What follows belongs to an exercise in optimizing a design on an open flow for small area, a short achievable clock period and few clock cycles per item; a production flow would make more cautious choices. No functional check of the RTL was part of any run shown here.

===== run.sh =====
#!/bin/bash
# synth_recipe.tcl (not shown) runs the flow's synth.tcl, then flattens the netlist and writes it again
# the make line also repeats each setting of config.mk as NAME=value (left out here)
make -C /OpenROAD-flow-scripts/flow DESIGN_CONFIG=/design/flow/config.mk WORK_HOME=/design/flow/orfs CLKGATE_MAP_FILE= SYNTH_SCRIPT=/design/flow/synth_recipe.tcl finish

===== config.mk =====
export PLATFORM = sky130hd
export DESIGN_NAME = sge_fec_esc
export DESIGN_NICKNAME = sge_fec_esc
export VERILOG_FILES = /design/flow/design.v
export SDC_FILE = /design/flow/constraint.sdc
export NUM_CORES = 4
export LEC_CHECK = 0
export CAP_MARGIN = 20
export CORE_MARGIN = 2
export CORE_UTILIZATION = 40
export SETUP_SLACK_MARGIN = 1.8
export SLEW_MARGIN = 20

===== constraint.sdc =====
create_clock -name core_clock -period 4.0 [get_ports {clk}]
set_input_delay 0.8000 -clock core_clock [delete_from_list [all_inputs] [get_ports {clk}]]
set_output_delay 0.8000 -clock core_clock [all_outputs]
set_load 0.01 [all_outputs]

===== design.v =====
module sge_rs_encoder (
    input  wire       clk,
    input  wire       en,
    input  wire [7:0] fb,
    output wire [7:0] par_out
);
    function [7:0] gf_mul;
        input [7:0] a;
        input [7:0] b;
        reg   [8:0] x;
        reg   [7:0] p;
        integer     i;
        begin
            p = 8'h00;
            x = {1'b0, a};
            for (i = 0; i < 8; i = i + 1) begin
                if (b[i])
                    p = p ^ x[7:0];
                x = x << 1;
                if (x[8])
                    x = x ^ 9'h187;
            end
            gf_mul = p;
        end
    endfunction
    function [7:0] gen_coef;
        input integer i;
        begin
            case (i)
                0:  gen_coef = 8'h3B;  1:  gen_coef = 8'hB6;  2:  gen_coef = 8'h87;  3:  gen_coef = 8'h77;
                4:  gen_coef = 8'hCD;  5:  gen_coef = 8'hDB;  6:  gen_coef = 8'hB3;  7:  gen_coef = 8'hFB;
                8:  gen_coef = 8'hC5;  9:  gen_coef = 8'hAC;  10: gen_coef = 8'hE8;  11: gen_coef = 8'h4C;
                12: gen_coef = 8'hF2;  13: gen_coef = 8'h54;  14: gen_coef = 8'h0D;  15: gen_coef = 8'h85;
                16: gen_coef = 8'h82;  17: gen_coef = 8'h0D;  18: gen_coef = 8'hFE;  19: gen_coef = 8'hB1;
                20: gen_coef = 8'h37;  21: gen_coef = 8'hAB;  22: gen_coef = 8'hB5;  23: gen_coef = 8'h99;
                24: gen_coef = 8'hE5;  25: gen_coef = 8'hB9;  26: gen_coef = 8'h3C;  27: gen_coef = 8'hF2;
                28: gen_coef = 8'h97;  29: gen_coef = 8'h9E;  30: gen_coef = 8'h3F;  31: gen_coef = 8'h95;
                default: gen_coef = 8'h00;
            endcase
        end
    endfunction
    reg [7:0] par [0:31];
    assign par_out = par[31];
    integer k;
    always @(posedge clk) begin
        if (en) begin
            par[0] <= gf_mul(fb, gen_coef(0));
            for (k = 1; k < 32; k = k + 1)
                par[k] <= par[k-1] ^ gf_mul(fb, gen_coef(k));
        end
    end
endmodule
module sge_escaper (
    input  wire       clk,
    input  wire       rst,
    input  wire       in_push,
    output wire       in_room,
    input  wire [7:0] in_data,
    input  wire       in_last,
    output reg        out_valid,
    input  wire       out_ready,
    output reg  [7:0] out_data,
    output reg        out_last
);
    localparam [7:0] ESC_BYTE  = 8'h54;
    localparam [7:0] SYNC_BYTE = 8'hAB;
    localparam [7:0] SYNC_SUB  = 8'h9F;
    reg       v0, v1;
    reg [7:0] d0, d1;
    reg       l0, l1;
    reg       r0, r1;
    reg       s0, s1;
    reg       sec;         
    wire in_res  = (in_data == ESC_BYTE) || (in_data == SYNC_BYTE);
    wire in_sync = in_data[7];    
    assign in_room = !v1;
    wire load = !out_valid || out_ready;           
    wire pop  = load && v0 && (!r0 || sec);         
    always @(posedge clk) begin
        if (rst) begin
            v0 <= 1'b0;
            v1 <= 1'b0;
            sec <= 1'b0;
            out_valid <= 1'b0;
        end else begin
            if (load) begin
                out_valid <= v0;
                if (v0) begin
                    if (r0 && !sec) begin
                        out_data <= ESC_BYTE;
                        out_last <= 1'b0;
                    end else begin
                        out_data <= r0 ? (s0 ? SYNC_SUB : ESC_BYTE) : d0;
                        out_last <= l0;
                    end
                    sec <= r0 && !sec;
                end
            end
            if (pop) begin
                if (v1 || in_push) v0 <= 1'b1; else v0 <= 1'b0;
                v1 <= v1 && in_push;
                if (v1) begin
                    d0 <= d1; l0 <= l1; r0 <= r1; s0 <= s1;
                end else begin
                    d0 <= in_data; l0 <= in_last; r0 <= in_res; s0 <= in_sync;
                end
                if (v1 && in_push) begin
                    d1 <= in_data; l1 <= in_last; r1 <= in_res; s1 <= in_sync;
                end
            end else if (in_push) begin
                if (!v0) begin
                    v0 <= 1'b1;
                    d0 <= in_data; l0 <= in_last; r0 <= in_res; s0 <= in_sync;
                end else begin
                    v1 <= 1'b1;
                    d1 <= in_data; l1 <= in_last; r1 <= in_res; s1 <= in_sync;
                end
            end
        end
    end
endmodule
module sge_fec_esc (
    input  wire       clk,
    input  wire       rst,
    input  wire       in_valid,
    output wire       in_ready,
    input  wire [7:0] in_data,
    input  wire       in_last,
    output wire       out_valid,
    input  wire       out_ready,
    output wire [7:0] out_data,
    output wire       out_last
);
    reg       mv, sv;           
    reg [7:0] md, sd;
    reg       ml, sl;
    reg       in_rdy;
    assign in_ready = in_rdy;
    wire in_fire = in_valid && in_rdy;
    wire take;                  
    always @(posedge clk) begin
        if (rst) begin
            mv     <= 1'b0;
            sv     <= 1'b0;
            in_rdy <= 1'b0;
        end else begin
            in_rdy <= !mv || take || !(sv || in_fire);
            if (!mv || take) begin
                if (sv) begin
                    mv <= 1'b1; md <= sd; ml <= sl;
                    sv <= in_fire;
                    if (in_fire) begin sd <= in_data; sl <= in_last; end
                end else begin
                    mv <= in_fire;
                    if (in_fire) begin md <= in_data; ml <= in_last; end
                end
            end else if (in_fire) begin
                sv <= 1'b1; sd <= in_data; sl <= in_last;
            end
        end
    end
    reg  [7:0] pos;
    reg        pad;         
    reg        fin;         
    reg        flush;       
    wire par_ph = pos[7] & (pos[6:0] > 7'd94);    
    wire src_ok = par_ph || pad || mv;
    wire room;
    wire step   = flush || (room && src_ok);
    assign take = step && !par_ph && !pad;
    wire [7:0] par31;
    wire [7:0] sym = pad ? 8'h00 : md;
    wire [7:0] fb  = par_ph ? 8'h00 : (sym ^ par31);
    wire [7:0] cod_data = par_ph ? par31 : sym;
    wire       cod_last = par_ph && fin && (pos == 8'd254);
    wire       cod_push = step && !flush;
    always @(posedge clk) begin
        if (rst) begin
            pos   <= 8'd223;
            flush <= 1'b1;
            pad   <= 1'b0;
            fin   <= 1'b0;
        end else if (step) begin
            if (pos == 8'd254) begin
                pos   <= 8'd0;
                flush <= 1'b0;
                pad   <= 1'b0;
            end else begin
                pos <= pos + 8'd1;
            end
            if (take) begin
                fin <= ml;
                if (ml && pos != 8'd222)
                    pad <= 1'b1;
            end
        end
    end
    sge_rs_encoder u_rs (
        .clk     (clk),
        .en      (step),
        .fb      (fb),
        .par_out (par31)
    );
    sge_escaper u_esc (
        .clk       (clk),
        .rst       (rst),
        .in_push   (cod_push),
        .in_room   (room),
        .in_data   (cod_data),
        .in_last   (cod_last),
        .out_valid (out_valid),
        .out_ready (out_ready),
        .out_data  (out_data),
        .out_last  (out_last)
    );
endmodule

==> reports/qor.yml, run 1 <==
outcome:
  status: "finished clean"
timing:
  fin_worst_skew_ps: 37.07
  final-hold-violation-count: 0
  min_period_ps: 2993
  maxSlewHeadroom: 0.3825
  max_freq_mhz: 334.1
  period_share: 0.7482
  report.final.slew_viol_count: 0
  setup_viol_count_final: 0
  setup-tns-final_ps: 0
  rsz0062_at_grt: "true"
  worst_slew_pin_tran_ps: 924.8
hold_path:
  min-delay-path-class: "reg2reg"
clock_network:
  h_tree_level_count: 2
  clock-root-buffer: "clkbuf_16"
  cts_inserted_buffers: 38
  worstSkewPairLatency_ps: 590
  cts.path.max_buffers: 3
  tritoncts_clock_tree: "done"
  clock-sinks: 321
  hold_buffers: 0
  cts_clock_pin_slew_for_the_worst_setup_and_hold_paths_ps: 60
synth:
  synthFlopType: "edfxtp_1"
  post_synth_inst_count: 1205
  async_flop_share: 0
  ys_ff_latch: 321
  number_of_enable_flip_flop_cells_after_synthesis: 303
  yosysTopAreaCell: "edfxtp_1"
  yosys.cell_count.top_type: "edfxtp_1"
  synth-seq-area-share: 0.5792
  netlist-cell-type-count: 58
  synth_top_cells_by_count: "edfxtp_1, xnor2_1, xor2_1, nor2_1, nand2_1"
  synth_largest_type_area_fraction: 0.5571
  mappedNetlistNets: 1220
  synthTopCellsByArea: "edfxtp_1, xnor2_1, xor2_1, nor2_1, dfxtp_1"
  netlist_area_sq_mm: 0.01633
  syn_avg_cell_area_sq_um: 13.55
  yosysWarnings: 4
drt:
  first_iter_violations: 1492
  detail-route-antenna-nets: 0
  wl_per_cell_um: 33.57
  via_per_inst: 5.742
  routed-via-count: 13110
  drt_drc_violations_left: 0
  router_iterations_before_antenna_repair: 5
  finalWirelength_mm: 76.65
final_layout:
  num-fill-cells: 2149
  area_growth_pct: 77.66
  final_nets: 1737
  layout.cells.non_filler: 2283
  layout-drive-gt1-share: 0.5800
  non_filler_cell_area_final_sq_mm: 0.02902
placed_design:
  detailedPlacementHpwl_mm: 29.09
  routabilityCongestion: 0.8704
  detailed_place.area_sq_mm: 0.01772
  place_inst: 1735
  io_buffer_count: 23
critical_path:
  critPathCaptureType: "flop"
  worst_reg_to_reg_setup_slack_ps: 1010
  cp-start-kind: "flop"
  cp_data_arrival_time_ps: 3280
  setup.worst_path.class: "reg2reg"
  worstPathRequired_ps: 4290
  timing.critical_path.fanout_max: 7
die:
  initial_utilization: 0.4027
  die_height_um: 206.1
  boundaryPins: 24
  dieWidth_um: 206.1
  rows: 74
  die_area_sq_mm: 0.04246
  coreArea_sq_mm: 0.04055
global_routing:
  initial_antenna_violation_count: 3
  grt_pass1_wl_mm: 87.46
  grt.overflow.total: 0
  track_usage: 0.2959
  first_global_vias: 12350
  grt_start_max_net_pins: 23
run:
  cap_violations: 0
placed cells by master (no fill, tap or decap), types with 24 or more instances in the layout:
| master | synthesis | routed |
|---|---|---|
| xor2_2 | 3 | 35 |
| xnor2_2 | 8 | 88 |
| xnor2_4 | 0 | 80 |
| nand2_1 | 58 | 24 |
| clkbuf_16 | 0 | 44 |
| xor2_1 | 174 | 116 |
| edfxtp_1 | 303 | 303 |
| buf_6 | 2 | 193 |
| buf_12 | 0 | 86 |
| nor2_4 | 2 | 68 |
| xnor2_1 | 289 | 129 |
| xor2_4 | 3 | 29 |
| buf_8 | 0 | 33 |
| nor2_1 | 109 | 24 |
| buf_4 | 8 | 141 |
| buf_16 | 0 | 48 |
per-stage QoR:
stage,setup WS [ps],hold WS [ps],utilization
finish,1007,512.9,0.7155
global route,976.7,531.0,0.7154
CTS,1320,504.4,0.6339
detailed placement,651.6,482.5,0.4371
global placement,712.2,480.4,0.4370
floorplan,-1444,451.6,-
logic make-up (layout without fill, tap and decap cells):
family | count (synthesis) | after routing | share of synthesized area
flip-flops | 321 | 321 | 0.5792
AND/OR/NAND/NOR | 242 | 242 | 0.06788
other | 0 | 1 | 0
multiplexers | 30 | 30 | 0.02160
AO/OA/AOI/OAI | 49 | 50 | 0.01938
buffers and inverters | 64 | 608 | 0.01877
XOR/XNOR | 496 | 496 | 0.2910
adder cells (fa/ha/maj) | 3 | 3 | 0.002145
critical path: stages, from the launching register on:
cell and delay, ps:
dfxtp_1 460, nand3_1 470, o21ai_4 330, buf_12 170, buf_6 110, buf_6 90
buf_12 130, buf_16 140, nor2_1 80, xnor2_1 570, xnor2_2 140
what timing repair did:
| item | CTS | global route |
|---|---|---|
| setup buffers | 296 | 134 |
| gates resized for setup | 599 | 349 |
| cloned | 43 | 6 |
| setup endpoints to repair | 575 | 590 |
| pin swaps | 154 | 199 |
per-layer routing:
layer	track usage	part of all wire
met5	0	0.00043
met4	0.1806	0.099
met3	0.06370	0.10
met2	0.4663	0.46
met1	0.3741	0.34
path summary, 6_finish.rpt:
kind | to | cells after the start | from
worst max-delay path | u_rs.par[18][1] | 10 | pos[2]
worst min-delay path | u_esc.out_data[4] | 1 | u_esc.d0[4]
worst max register to register | u_rs.par[18][1] | 10 | pos[2]
worst min register to register | u_esc.out_data[4] | 1 | u_esc.d0[4]
registers in the layout, summed over array words and instances, names as in the netlist, 7 cells and up:
name / cells
u_esc.d1: 7
pos: 8
sd: 8
u_esc.d0: 7
u_esc.out_data: 8
md: 8
u_rs.par: 256
cell type report:
class / count / area [sq um] / share of cell area
antenna: 1 / 2.502 / 0.00008624
clock buffer: 49 / 1013 / 0.03493
clock inverter: 19 / 138.9 / 0.004787
inverter: 10 / 43.79 / 0.001509
multi-input combinational: 821 / 10560 / 0.3639
sequential: 321 / 9470 / 0.3264
tap: 532 / 665.6 / 0.02294
timing repair buffer: 529 / 7114 / 0.2452
timing repair inverter: 1 / 7.507 / 0.0002587
==> run 2: changes to the inputs <==
--- a/config.mk
+++ b/config.mk
@@ -8,5 +8,5 @@
 export CAP_MARGIN = 20
 export CORE_MARGIN = 2
 export CORE_UTILIZATION = 40
-export SETUP_SLACK_MARGIN = 1.8
+export SETUP_SLACK_MARGIN = 2.3
 export SLEW_MARGIN = 20
==> reports/qor.yml, run 2 <==
outcome:
  status: "finished clean"
synth:
  number_of_enable_flip_flop_cells_after_synthesis: 303  # unchanged
  synth_top_cells_by_count: "edfxtp_1, xnor2_1, xor2_1, nor2_1, nand2_1"
  synthFlopType: "edfxtp_1"
  netlist_area_sq_mm: 0.01633  # unchanged
  mappedNetlistNets: 1220  # unchanged
  post_synth_inst_count: 1205  # unchanged
  synth-simple-area-share: 0.06788  # unchanged
  synth_top_family_by_area: "XOR/XNOR gates"
  yosys.cell_count.top_type: "edfxtp_1"
  yosysTopAreaCell: "edfxtp_1"
  synthAdderAreaFrac: 0.002145  # unchanged
  ys_ff_latch: 321  # unchanged
  synth.area.mux_share: 0.02160  # unchanged
  yosysWarnings: 4  # unchanged
  async_flop_share: 0  # unchanged
  syn_avg_cell_area_sq_um: 13.55  # unchanged
  synthTopCellsByArea: "edfxtp_1, xnor2_1, xor2_1, nor2_1, dfxtp_1"
  netlist-cell-type-count: 58  # unchanged
  synth_compound_area_frac: 0.01938  # unchanged
  synth-seq-area-share: 0.5792  # unchanged
  synth_largest_type_area_fraction: 0.5571  # unchanged
  synth_xor_area_frac: 0.2910  # unchanged
critical_path:
  timing.critical_path.fanout_max: 4  # -3
  cp-start-kind: "flop"
  cp_data_arrival_time_ps: 3450  # +170 ps
  worst_path_largest_cell_delay_ps: 530  # -40 ps
  worstPathRequired_ps: 4320  # +30 ps
  critPathCaptureType: "flop"
  setup.worst_path.class: "reg2reg"
  critical_path.cell_chain: "buf_6 -> xnor2_4 -> nor2_4 -> xor2_4 -> buf_6 -> xnor3_2 -> buf_4 -> xnor2_4 -> buf_4 -> mux2i_2 -> xnor2_1"
  critical_path_buf_inv_count: 4  # -1
  critPathTopFamily: "XOR/XNOR gates"
  slowest_stage: "xnor3_2"
die:
  boundaryPins: 24  # unchanged
  die_height_um: 206.1  # unchanged
  dieWidth_um: 206.1  # unchanged
  coreArea_sq_mm: 0.04055  # unchanged
  rows: 74  # unchanged
  initial_utilization: 0.4027  # unchanged
  die_area_sq_mm: 0.04246  # unchanged
global_routing:
  initial_antenna_violation_count: 2  # -1
  grt_pass1_wl_mm: 86.31  # -1.3%
  first_global_vias: 12510  # +1.3%
  track_usage: 0.2884  # -0.007554
  grt.overflow.total: 0  # unchanged
  grt_start_max_net_pins: 18  # -22%
drt:
  detail-route-antenna-nets: 0  # unchanged
  first_iter_violations: 1561  # +4.6%
  finalWirelength_mm: 72.03  # -6.0%
  via_per_inst: 5.732  # -0.18%
  wl_per_cell_um: 31.72  # -5.5%
  router_iterations_before_antenna_repair: 5  # unchanged
  routed-via-count: 13020  # -0.70%
  drt_drc_violations_left: 0  # unchanged
final_layout:
  multi_input_area_sq_mm: 0.01019  # -3.5%
  n_antenna_cell: 0  # -1
  area.sequential_sq_mm: 0.009473  # about the same
  non_filler_cell_area_final_sq_mm: 0.02837  # -2.2%
  most_common_cell_after_layout_fill_and_taps_aside: "edfxtp_1"
  layout-drive-gt1-share: 0.5722  # -0.007832
  max_ffs_per_register: 256  # unchanged
  area_growth_pct: 73.73
  top_register: "u_rs.par"
  commonest_cells_after_routing_fill_and_taps_aside: "edfxtp_1, buf_6, buf_4"
  final_nets: 1726  # -0.63%
  num-fill-cells: 2247  # +4.6%
timing:
  final-hold-violation-count: 0  # unchanged
  setup_viol_count_final: 0  # unchanged
  max_freq_mhz: 319.1  # -4.5%
  worst_slew_pin_tran_ps: 968.8  # +43.99 ps
  period_share: 0.7834  # +0.03515
  fin_worst_skew_ps: 35.69  # -1.387 ps
  report.final.slew_viol_count: 0  # unchanged
  min_period_ps: 3134  # +140.6 ps
  maxSlewHeadroom: 0.3542  # -0.02832
  rsz0062_at_grt: "true"
  holdWs_ps: 523.6  # +10.79 ps
placed_design:
  detailedPlacementHpwl_mm: 28.25  # -2.9%
  io_buffer_count: 23  # unchanged
  detailed_place.area_sq_mm: 0.01765  # -0.40%
  routabilityCongestion: 0.8498  # -2.4%
clock_network:
  clock-sinks: 321  # unchanged
  worstSkewPairLatency_ps: 570  # -20 ps
  clock-root-buffer: "clkbuf_16"
  cts_clock_pin_slew_for_the_worst_setup_and_hold_paths_ps: 80  # +20 ps
  hold_buffers: 0  # unchanged
  cts.path.max_buffers: 3  # unchanged
  h_tree_level_count: 2  # unchanged
  cts_inserted_buffers: 37  # -2.6%
  tritoncts_clock_tree: "done"
hold_path:
  min-delay-path-class: "reg2reg"
run:
  cap_violations: 0  # unchanged
==> run 2: cell counts after synthesis <==
Identical to the previous run, type by type.
==> run 2: layout make-up <==
cell class | count | area share
Multi-Input combinational cell | 821 | 0.3590
Sequential cell | 321 | 0.3339
Timing Repair Buffer | 519 | 0.2384
Clock buffer | 40 | 0.03303
Tap cell | 532 | 0.02346
Clock inverter | 27 | 0.01041
Inverter | 10 | 0.001543
Timing Repair inverter | 1 | 0.0002646
==> run 2: worst register-to-register path, delay by kind of cell (launching register included) <==
kind	cells	cell delay (ps)
buffers and inverters	4	710
XOR/XNOR	5	1260
flip-flops	1	480
multiplexers	1	290
AND/OR/NAND/NOR	1	150
==> run 2: path summary, 6_finish.rpt <==
kind	depth (start not counted)	end	startpoint	slack [ps]
hold reg to reg	1	u_esc.out_data[4]	u_esc.d0[4]	520
setup reg to reg	11	u_rs.par[29][7]	md[2]	870
hold / removal	1	u_esc.out_data[4]	u_esc.d0[4]	520
setup / recovery	11	u_rs.par[29][7]	md[2]	870
==> run 2: repair_timing <==
| action | CTS | global route |
|---|---|---|
| setup buffers | 302 | 112 |
| pin swaps | 168 | 148 |
| resized for setup | 696 | 239 |
| gates cloned | 45 | 3 |
| hold endpoints to repair | 0 | 0 |
| setup endpoints to repair | 604 | 596 |
==> run 2: kinds of logic (layout without fill, tap and decap cells) <==
| family | Yosys count | after routing |
|---|---|---|
| compound gates | 49 | 49 |
| xor+xnor | 496 | 496 |
| buf+inv | 64 | 597 |
| mux | 30 | 30 |
| fa+ha+maj | 3 | 3 |
| flops | 321 | 321 |
| simple gates | 242 | 243 |
==> run 2: metrics by stage <==
step                        util  instances  setup slack, ps  setup TNS (ps)
after floorplan                -       1205            -1444         -372840
after global placement    0.4353       1742            722.2               0
after detailed placement  0.4353       1742            754.2               0
after CTS                 0.6391       2156             1310               0
after global routing      0.6996       2271            867.4               0
final                     0.6996       2271            866.4               0
==> run 2: layer usage <==
metal,global-route usage,share of wire
met1,0.3514,0.34
met2,0.4567,0.46
met3,0.06402,0.10
met4,0.2000,0.10
met5,0,0.00024

## re-timing with driven ports
How much do the figures lean on ideal ports? The routed layouts below were timed once more, with nothing changed but the port constraints.
Step 1 assumes that a clkbuf_16 drives the clock port and a buf_2 every other input.
Step 2, shift: input delay + t, output delay - t, t = (earliest + latest rising clock arrival at the registers) / 2. This alone moves slack from input paths to output paths.
Slacks: ideal ports / drivers / drivers and shift; pairs: ideal ports / drivers.
run | shift t [ns] | setup slack, ns | hold slack, ns | worst data-port slew with drivers (ns) | cell pins on the clock port's net
run 1 | 0.635 | 1.007 / 1.007 / 1.007 | 0.513 / 0.513 / 0.513 | 0.05 | 1
run 2 | 0.623 | 0.866 / 0.866 / 0.866 | 0.524 / 0.524 / 0.524 | 0.05 | 1
After both steps setup and hold are still met in every run listed.
